This is an optimization exercise on Yosys and OpenROAD, whose aim is small area, a short achievable clock period and few clock cycles, not a production implementation.
Only simulation tests tie the RTL to the original design; equivalence was not proved.

==> flow/design.v (outline; a module is shown in full before it is edited, if it fits) <==
// module f32_add: 25 lines
// module f32_addu: 71 lines
// module rca: 18 lines
// module rcc: 16 lines
// module rsg: 10 lines
// module bka: 29 lines
// module f32_mul: 44 lines
// module mul24: 1696 lines
// module src_frac_div: 33 lines
// module gc_src_linear: 240 lines
module gc_src_linear (
    input  wire        clk,
    input  wire        rst,
    input  wire        start,
    input  wire [23:0] cfg_rs,
    input  wire [23:0] cfg_rt,
    input  wire [2:0]  cfg_chm1,
    input  wire        in_valid,
    output wire        in_ready,
    input  wire [31:0] in_data,
    output reg         out_valid,
    input  wire        out_ready,
    output reg  [31:0] out_data
);
  // ...
==> flow/run.sh <==
#!/bin/bash
# synth_recipe.tcl (not shown) runs the flow's synth.tcl, then flattens the netlist and writes it again
# the make line also repeats each setting of config.mk as NAME=value (left out here)
make -C /OpenROAD-flow-scripts/flow DESIGN_CONFIG=/design/flow/config.mk WORK_HOME=/design/flow/orfs CLKGATE_MAP_FILE= SYNTH_SCRIPT=/design/flow/synth_recipe.tcl finish
==> flow/config.mk <==
export PLATFORM = sky130hd
export DESIGN_NAME = gc_src_linear
export DESIGN_NICKNAME = gc_src_linear
export VERILOG_FILES = /design/flow/design.v
export SDC_FILE = /design/flow/constraint.sdc
export NUM_CORES = 4
export LEC_CHECK = 0
export ABC_AREA = 1
export CAP_MARGIN = 20
export CORE_MARGIN = 2
export CORE_UTILIZATION = 40
export CTS_CLUSTER_DIAMETER = 100
export CTS_CLUSTER_SIZE = 20
export GPL_TIMING_DRIVEN = 0
export SETUP_SLACK_MARGIN = 5
export SLEW_MARGIN = 20
==> flow/constraint.sdc <==
create_clock -name core_clock -period 125.0 [get_ports {clk}]
set_input_delay 25.0000 -clock core_clock [delete_from_list [all_inputs] [get_ports {clk}]]
set_output_delay 25.0000 -clock core_clock [all_outputs]
set_load 0.01 [all_outputs]
==> flow_summary.json, run 1 <==
{
  "outcome": "finished clean",
  "crit_slowest_cell": "buf_1",
  "yosysWarnings": 10,
  "synth_top_family_by_area": "adder cells",
  "drc_errors": 0,
  "syn_area_per_cell_um2": 8.16,
  "clockBufferDepth": 3,
  "final_common_cell": "nand2_1",
  "ys_async_sr_fraction_pct": 0,
  "buf_share_pct": 4.27,
  "hold_class": "register to register",
  "met1_length_mm": 106,
  "synth.area.mux_share_pct": 1.23,
  "rrSetupSlack_ns": 97.89,
  "cts_max_level": 2,
  "yosysTopAreaCell": "dfxtp_1",
  "synth_compound_area_share_pct": 15.4,
  "wire_per_inst_um": 22.5,
  "top_usage_layer": "met2",
  "synthCells": 8389,
  "finalHoldViolCount": 0,
  "synth_edf_count": 270,
  "worst-path-buf-inv": 4,
  "netlist_top_cells_area": "dfxtp_1, fa_1, edfxtp_1",
  "r2r_cells": 139,
  "fin_worst_skew_ns": 0.0751,
  "worstSetupPathType": "input pin to register",
  "antenna_found_initial": 8,
  "max-slew-margin-rel_pct": 20.5,
  "nets": 9552,
  "fin_crit_sh_pct": 22.0,
  "ios": 122,
  "routed_wl_mm": 244,
  "rsz0062_at_grt": "no",
  "initial_utilization_pct": 40.4
}
Testbench counts, summed over its fixed seeds: cycles 276,178.
==> run 2, diff against run 1 <==
--- a/flow/config.mk
+++ b/flow/config.mk
@@ -9,8 +9,7 @@
 export CAP_MARGIN = 20
 export CORE_MARGIN = 2
 export CORE_UTILIZATION = 40
-export CTS_CLUSTER_DIAMETER = 100
-export CTS_CLUSTER_SIZE = 20
-export GPL_TIMING_DRIVEN = 0
+export CTS_CLUSTER_DIAMETER = 60
+export CTS_CLUSTER_SIZE = 30
 export SETUP_SLACK_MARGIN = 5
 export SLEW_MARGIN = 20
==> flow_summary.json, run 2 <==
{
  "yosysWarnings": 10,
  "area_growth_pct": 9.04,
  "finalWeightedCongestion": 0.950,
  "grt_max_degree": 104,
  "core_area_mm2": 0.170,
  "ys_top_cells_by_count": "nand2_1, inv_1, o21ai_0, dfxtp_1, fa_1",
  "wire_per_inst_um": 20.5,
  "numPortBuffers": 121,
  "nets": 9281,
  "post_cts_buffers": 0,
  "numCtsBuffers": 72,
  "hold_class": "register to register",
  "crit_required_ns": 100.00,
  "syn_nets": 9360,
  "outcome": "finished clean",
  "path_cells": "clkdlybuf4s50_1",
  "vias": 58243,
  "drive_above_1_share_pct": 5.21,
  "cts_root_buf": "clkbuf_16",
  "finalHoldViolCount": 0,
  "post-place-ws_ns": 97.53,
  "synthCells": 8389,
  "biggestRegsByFlops": "cr x256, pr x256",
  "synth_seq_area_share_pct": 30.1,
  "viasPerCell": 5.50,
  "max-slew-margin-rel_pct": 24.4,
  "min-delay-start": "cr[3][29]",
  "syn_area_per_cell_um2": 8.16,
  "cts.sinks": 896,
  "routed_wl_mm": 217,
  "design.die.area_mm2": 0.175,
  "setup_tns_ns": 0,
  "hpwl_mm": 161,
  "worstSkewPairLatency_ns": 0.76,
  "grt_pass1_wl_mm": 337,
  "critPathMaxFanout": 3,
  "holdBufCountCts": 0,
  "final_common_cell": "nand2_1",
  "worst-path-buf-inv": 1,
  "synth_top_area_share_pct": 18.3,
  "critPathCaptureType": "output port",
  "crit_slowest_cell": "clkdlybuf4s50_1",
  "yosysTopAreaCell": "dfxtp_1",
  "setup_violations": 0,
  "cts_max_level": 3,
  "worstSetupPathType": "register to output port",
  "cts.repair.resized": 0,
  "antenna_left": 0,
  "grt.overflow.total": 0,
  "clockBufferDepth": 3,
  "fin_area_mm2": 0.0747,
  "setup_slack_ns": 98.25,
  "ios": 122,
  "maxCapViolations": 0,
  "initial_utilization_pct": 40.4,
  "critPathTopFamily": "buffers and inverters",
  "synth_seq_cells": 896,
  "syn_area_mm2": 0.0685,
  "cp_slowest_stage_delay_ns": 0.58,
  "drc_errors": 0,
  "fin_crit_sh_pct": 21.4,
  "antenna_found_initial": 3,
  "post-synth-top-count-cell": "nand2_1",
  "final_max_slew_viol_count": 0,
  "rsz0062_at_grt": "no",
  "clkTransAtPathRegs_ns": 0.11,
  "ys_async_sr_fraction_pct": 0,
  "startpoint": "out_valid",
  "worst_slew_pin_slew_ns": 1.13,
  "startpoint_type": "register",
  "final_cell_mix": "nand2_1, inv_1, o21ai_0, dfxtp_1, fa_1",
  "netlist_top_cells_area": "dfxtp_1, fa_1, edfxtp_1",
  "arrival_ns": 1.75,
  "grt_usage_pct": 24.6,
  "placed_area_mm2": 0.0719,
  "fin_worst_skew_ns": 0.0614,
  "ys_types": 76,
  "firstDrtPassIters": 6,
  "r2r_start": "hd[2]",
  "die_w_um": 418,
  "fp-row-count": 151,
  "max_freq_mhz": 37.4,
  "cts_tree": "built",
  "drtIter0Drc": 5154,
  "fin_crit_ns": 26.75,
  "synth_flop_cell": "dfxtp_1",
  "synth_edf_count": 270,
  "grt_pass1_vias": 57087,
  "die_h_um": 418
}
[run 2: cell counts after synthesis]
No cell type changed its count.
[run 2: worst paths after layout]
path                    end  slack [ns]  depth (start not counted)
setup / recovery  out_valid       98.25                          1
hold reg to reg   cr[2][29]        0.32                          0
setup reg to reg        s_r       99.02                        131
hold / removal    cr[2][29]        0.32                          0
[run 2: per-stage QoR]
step / hold WS, ns / std cells / utilization [%]
6_report: 0.317 / 10587 / 44.0
4_1_cts: 0.306 / 10585 / 44.0
2_1_floorplan: 0.326 / 8389 / -
3_3_place_gp: 0.328 / 10453 / 42.4
5_1_grt: 0.316 / 10586 / 44.0
3_5_place_dp: 0.331 / 10453 / 42.4
[run 2: area by class of cell]
type	instances	area, um^2
fill	16985	95000
timing repair buffer	265	2310
clock buffer	75	1840
antenna	1	2.50
sequential	896	20600
inverter	1058	3970
clock inverter	57	888
multi-input combinational	6017	42200
tap	2218	2780
[run 2: per-layer routing]
layer,share of wire [%],track usage [%],vias up
met4,4.5,9.91,6
met2,45,39.6,1983
met3,6.6,3.93,425
met5,0.019,0,-
li1,-,-,27790
met1,44,33.1,28039
[run 2: cells by family after synthesis]
kind of cell | Yosys count | synth area share, %
AND/OR/NAND/NOR | 2795 | 17.1
AO/OA/AOI/OAI | 1795 | 15.4
buffers and inverters | 1476 | 8.33
flip-flops | 896 | 30.1
adder cells (fa/ha/maj) | 884 | 21.9
XOR/XNOR | 458 | 5.89
multiplexers | 84 | 1.23
other | 1 | 0.00548
==> run 3, diff against run 2 <==
--- a/flow/config.mk
+++ b/flow/config.mk
@@ -9,7 +9,7 @@
 export CAP_MARGIN = 20
 export CORE_MARGIN = 2
 export CORE_UTILIZATION = 40
-export CTS_CLUSTER_DIAMETER = 60
-export CTS_CLUSTER_SIZE = 30
+export CTS_CLUSTER_DIAMETER = 130
+export CTS_CLUSTER_SIZE = 22
 export SETUP_SLACK_MARGIN = 5
 export SLEW_MARGIN = 20
==> flow_summary.json, run 3 <==
{
  "synth_flop_cell": "dfxtp_1",
  "firstDrtPassIters": 6,
  "synth_top_area_share_pct": 18.3,
  "placed_area_mm2": 0.0719,
  "yosysTopAreaCell": "dfxtp_1",
  "worstSetupPathType": "input pin to register",
  "cts_max_level": 2,
  "drive_above_1_share_pct": 4.38,
  "n_fill_cell": 17098,
  "hold_class": "register to register",
  "die_w_um": 418,
  "nets": 9257,
  "critPathCaptureType": "register",
  "syn_area_per_cell_um2": 8.16,
  "yosysWarnings": 10,
  "cts.sinks": 896,
  "startpoint_type": "input pin",
  "area_growth_pct": 7.13,
  "antenna_found_initial": 2,
  "ys_async_sr_fraction_pct": 0,
  "fp-row-count": 151,
  "post-synth-top-count-cell": "nand2_1",
  "outcome": "finished clean",
  "grt_max_degree": 104,
  "synth_seq_area_share_pct": 30.1,
  "cts_tree": "built",
  "synth_seq_cells": 896,
  "clkTransAtPathRegs_ns": 0.11,
  "core_area_mm2": 0.170,
  "drc_errors": 0,
  "arrival_ns": 27.33,
  "ys_types": 76,
  "finish.utilization_pct": 43.2,
  "grt_usage_pct": 24.5,
  "maxCapViolations": 0,
  "vias": 58154,
  "fin_worst_skew_ns": 0.0695,
  "wire_per_inst_um": 20.5,
  "numCtsBuffers": 48,
  "fin_area_mm2": 0.0734,
  "initial_utilization_pct": 40.4,
  "setup_tns_ns": 0,
  "crit_required_ns": 125.56,
  "cts.repair.resized": 0,
  "syn_nets": 9360,
  "worst_slew_pin_slew_ns": 1.17,
  "netlist_top_cells_area": "dfxtp_1, fa_1, edfxtp_1",
  "grt_pass1_wl_mm": 336,
  "routed_wl_mm": 216,
  "final_common_cell": "nand2_1",
  "finalWeightedCongestion": 0.950,
  "hpwl_mm": 161,
  "clockBufferDepth": 3,
  "numPortBuffers": 121,
  "design.die.area_mm2": 0.175,
  "synthCells": 8389,
  "worstSkewPairLatency_ns": 0.71,
  "critPathMaxFanout": 37,
  "antenna_left": 0,
  "fin_cells": 10532,
  "max-slew-margin-rel_pct": 21.4,
  "drtIter0Drc": 4866,
  "ios": 122,
  "rsz0062_at_grt": "no",
  "biggestRegsByFlops": "cr x256, pr x256",
  "die_h_um": 418,
  "fin_crit_sh_pct": 21.4,
  "post_cts_buffers": 0,
  "grt_pass1_vias": 56909,
  "max_freq_mhz": 37.4,
  "setup_violations": 0,
  "dp.cells": 10453,
  "syn_area_mm2": 0.0685,
  "finalHoldViolCount": 0,
  "viasPerCell": 5.52,
  "final_cell_mix": "nand2_1, inv_1, o21ai_0, dfxtp_1, fa_1",
  "holdBufCountCts": 0,
  "fin_crit_ns": 26.77,
  "grt.overflow.total": 0,
  "cts_root_buf": "clkbuf_16",
  "synth_edf_count": 270,
  "ys_top_cells_by_count": "nand2_1, inv_1, o21ai_0, dfxtp_1, fa_1",
  "final_max_slew_viol_count": 0
}
run 3: cell type report:
type / instances / area [um^2] / share of cell area [%]
inverters: 1058 / 3970 / 5.42
well taps: 2218 / 2780 / 3.78
clock buffers: 65 / 1260 / 1.72
clock inverters: 10 / 151 / 0.206
repair buffers: 265 / 2310 / 3.15
flip-flops and latches: 896 / 20600 / 28.1
multi-input cells: 6017 / 42200 / 57.6
diodes: 3 / 7.51 / 0.0102
run 3: cells by family (layout without fill, tap and decap cells):
| group | Yosys count | after routing | synth area share (%) |
|---|---|---|---|
| XOR/XNOR | 458 | 458 | 5.89 |
| multiplexers | 84 | 84 | 1.23 |
| flip-flops | 896 | 896 | 30.1 |
| adder cells (fa/ha/maj) | 884 | 884 | 21.9 |
| AND/OR/NAND/NOR | 2795 | 2795 | 17.1 |
| buffers and inverters | 1476 | 1398 | 8.33 |
| AO/OA/AOI/OAI | 1795 | 1795 | 15.4 |
| other | 1 | 4 | 0.00548 |
run 3: critical path: stages:
cell and delay, ns:
clkdlybuf4s50_1 0.41, nand2_1 0.07, buf_4 0.23, inv_4 0.24
nor2_1 0.69, buf_4 0.39, nand2_1 0.09, o21ai_0 0.15
run 3: worst paths after layout:
check                                from  slack, ns  cells after the start         to
worst max-delay path             in_valid      98.23                      8    acc[14]
worst min-delay path            pr[3][29]       0.34                      0  pr[2][29]
worst max register to register      hd[2]      98.94                    133        s_r
worst min register to register  pr[3][29]       0.34                      0  pr[2][29]
run 3: metrics by stage:
stage	hold slack (ns)	setup slack (ns)
2_1_floorplan	0.326	97.59
3_3_place_gp	0.328	97.55
3_5_place_dp	0.331	97.53
4_1_cts	0.324	98.19
5_1_grt	0.336	96.46
6_report	0.337	98.23
run 3: metal layers:
metal	up-vias	wire length (um)	GRT usage (%)
li1	27706	-	-
met1	28054	94900	33.2
met2	1996	97700	39.5
met3	396	14000	3.26
met4	2	9480	9.69
met5	-	13	0
==> run 4, diff against run 3 <==
--- a/flow/config.mk
+++ b/flow/config.mk
@@ -9,7 +9,7 @@
 export CAP_MARGIN = 20
 export CORE_MARGIN = 2
 export CORE_UTILIZATION = 40
-export CTS_CLUSTER_DIAMETER = 130
-export CTS_CLUSTER_SIZE = 22
+export CTS_CLUSTER_DIAMETER = 120
+export CTS_CLUSTER_SIZE = 26
 export SETUP_SLACK_MARGIN = 5
 export SLEW_MARGIN = 20
==> flow_summary.json, run 4 <==
{
  "outcome": "finished clean",
  "drtIter0Drc": 5144,
  "startpoint_type": "input pin",
  "ys_types": 76,
  "rrSetupSlack_ns": 98.93,
  "final_common_cell": "nand2_1",
  "post-synth-top-count-cell": "nand2_1",
  "drive_above_1_share_pct": 4.31,
  "die_h_um": 418,
  "rsz0062_at_grt": "no",
  "critPathMaxFanout": 37,
  "synth_seq_area_share_pct": 30.1,
  "clkTransAtPathRegs_ns": 0.11,
  "syn_area_per_cell_um2": 8.16,
  "nets": 9251,
  "hold_class": "register to register",
  "met1_length_mm": 94.5,
  "biggestRegsByFlops": "cr x256, pr x256",
  "hpwl_mm": 161,
  "holdBufCountCts": 0,
  "synthCells": 8389,
  "synth_flop_cell": "dfxtp_1",
  "yosysWarnings": 10,
  "grt_usage_pct": 24.4,
  "worstSkewPairLatency_ns": 0.71,
  "hold_depth": 0,
  "cts.sinks": 896,
  "yosysTopAreaCell": "dfxtp_1",
  "grt_pass1_vias": 56778,
  "wl_met3_mm": 14.2,
  "max-slew-margin-rel_pct": 20.8,
  "synth_seq_cells": 896,
  "final_cell_mix": "nand2_1, inv_1, o21ai_0, dfxtp_1, fa_1",
  "cts_max_level": 2,
  "initial_utilization_pct": 40.4,
  "routed-wl-met2_mm": 97.9,
  "ys_async_sr_fraction_pct": 0,
  "seqCellArea_mm2": 0.0206,
  "holdPathEnd": "cr[1][17]",
  "vias": 58035,
  "r2r_start": "hd[2]",
  "cts_root_buf": "clkbuf_16",
  "core_area_mm2": 0.170,
  "syn_nets": 9360,
  "synth_edf_count": 270,
  "r2r_cells": 131,
  "arrival_ns": 27.32,
  "viasPerCell": 5.51,
  "fin_area_mm2": 0.0732,
  "ios": 122,
  "final_max_slew_viol_count": 0,
  "setup_tns_ns": 0,
  "grt_pass1_wl_mm": 335,
  "design.die.area_mm2": 0.175,
  "antenna_found_initial": 2,
  "ys_top_cells_by_count": "nand2_1, inv_1, o21ai_0, dfxtp_1, fa_1",
  "firstDrtPassIters": 5,
  "numPortBuffers": 121,
  "worst_slew_pin_slew_ns": 1.18,
  "n_fill_cell": 17101,
  "cts_tree": "built",
  "synth_top_area_share_pct": 18.3,
  "fin_crit_sh_pct": 21.4,
  "drc_errors": 0,
  "min-delay-start": "cr[2][17]",
  "die_w_um": 418,
  "critPathCaptureType": "register",
  "reg2reg_to": "s_r",
  "routed_wl_mm": 216,
  "antenna_left": 0,
  "finalHoldViolCount": 0,
  "clockBufferDepth": 3,
  "setup_violations": 0,
  "top_layer_used": "met5",
  "netlist_top_cells_area": "dfxtp_1, fa_1, edfxtp_1",
  "multi_input_area_mm2": 0.0422,
  "crit_required_ns": 125.53,
  "placed_area_mm2": 0.0719,
  "syn_area_mm2": 0.0685,
  "cts.repair.resized": 0,
  "numCtsBuffers": 42,
  "maxCapViolations": 0,
  "wire_per_inst_um": 20.5,
  "fin_worst_skew_ns": 0.0515,
  "grt_max_degree": 104,
  "worstSetupPathType": "input pin to register",
  "max_freq_mhz": 37.3,
  "finalWeightedCongestion": 0.950,
  "fp-row-count": 151,
  "post_cts_buffers": 0,
  "grt.overflow.total": 0,
  "fin_crit_ns": 26.78,
  "area_growth_pct": 6.93
}
[run 4: final cells by class]
cell class | count | share of cell area [%]
diodes | 5 | 0.0171
clock buffers | 55 | 1.52
clock inverters | 10 | 0.231
inverters | 1058 | 5.43
multi-input cells | 6017 | 57.7
flip-flops and latches | 896 | 28.2
well taps | 2218 | 3.79
repair buffers | 265 | 3.15
[run 4: per-stage QoR]
step	hold WS, ns	cells	setup slack, ns	util, %
2_1_floorplan	0.326	8389	97.59	-
3_3_place_gp	0.328	10453	97.55	42.4
3_5_place_dp	0.331	10453	97.53	42.4
4_1_cts	0.335	10518	98.22	43.1
5_1_grt	0.342	10519	96.45	43.1
6_report	0.339	10524	98.22	43.2
[run 4: worst max-delay path, stage by stage]
cell and delay, ns:
clkdlybuf4s50_1 0.41, nand2_1 0.07, buf_4 0.23, inv_4 0.24
nor2_1 0.71, buf_4 0.39, nand2_1 0.08, o21ai_0 0.15
[run 4: how the worst max path moves through the flow]
stage | endpoint | startpoint
CTS | out_valid | out_valid
detailed placement | acc[1] | in_valid
global placement | acc[11] | in_valid
global route | s_r | hd[2]
floorplan | ir | rst
finish | acc[1] | in_valid
[run 4: kinds of logic (layout without fill, tap and decap cells)]
kind of cell,count (synthesis),after routing,synth area share [%]
adder cells (fa/ha/maj),884,884,21.9
XOR/XNOR,458,458,5.89
flip-flops,896,896,30.1
AO/OA/AOI/OAI,1795,1795,15.4
buffers and inverters,1476,1388,8.33
multiplexers,84,84,1.23
other,1,6,0.00548
AND/OR/NAND/NOR,2795,2795,17.1
[run 4: per-layer routing]
layer / GRT usage [%] / up-vias
li1: - / 27679
met1: 33.2 / 27961
met2: 39.5 / 2004
met3: 3.16 / 389
met4: 9.34 / 2
met5: 0 / -

[what the ideal ports hide]
No port has a modelled driver above. Below, the same layouts with a new extraction and two added sets of constraints. Step 1: set_driving_cell puts a clkbuf_16 on clk and a buf_2 on each other input, an assumption about the parent block. Step 2 moves the port delays by t, midway between the first and last clock arrival at a register: inputs arrive t later, outputs are due t later. That takes back most of the time a late clock gives input paths. Slacks: no drivers / after step 1 / after step 2; pairs: no drivers / after step 1.
| run | t, ns | slack for setup (ns) | worst setup path at the end |
|---|---|---|---|
| run 1 | 0.770 | 97.506 / 97.543 / 96.772 | input to register |
| run 2 | 0.798 | 98.247 / 98.172 / 97.507 | input to register |
| run 3 | 0.753 | 98.230 / 98.174 / 97.536 | input to register |
| run 4 | 0.766 | 98.217 / 98.199 / 97.508 | input to register |
After both steps setup and hold are still met in every run listed. For run 2, which loses most, drivers alone change the setup slack by -0.075 ns; drivers and shift together by -0.740 ns.
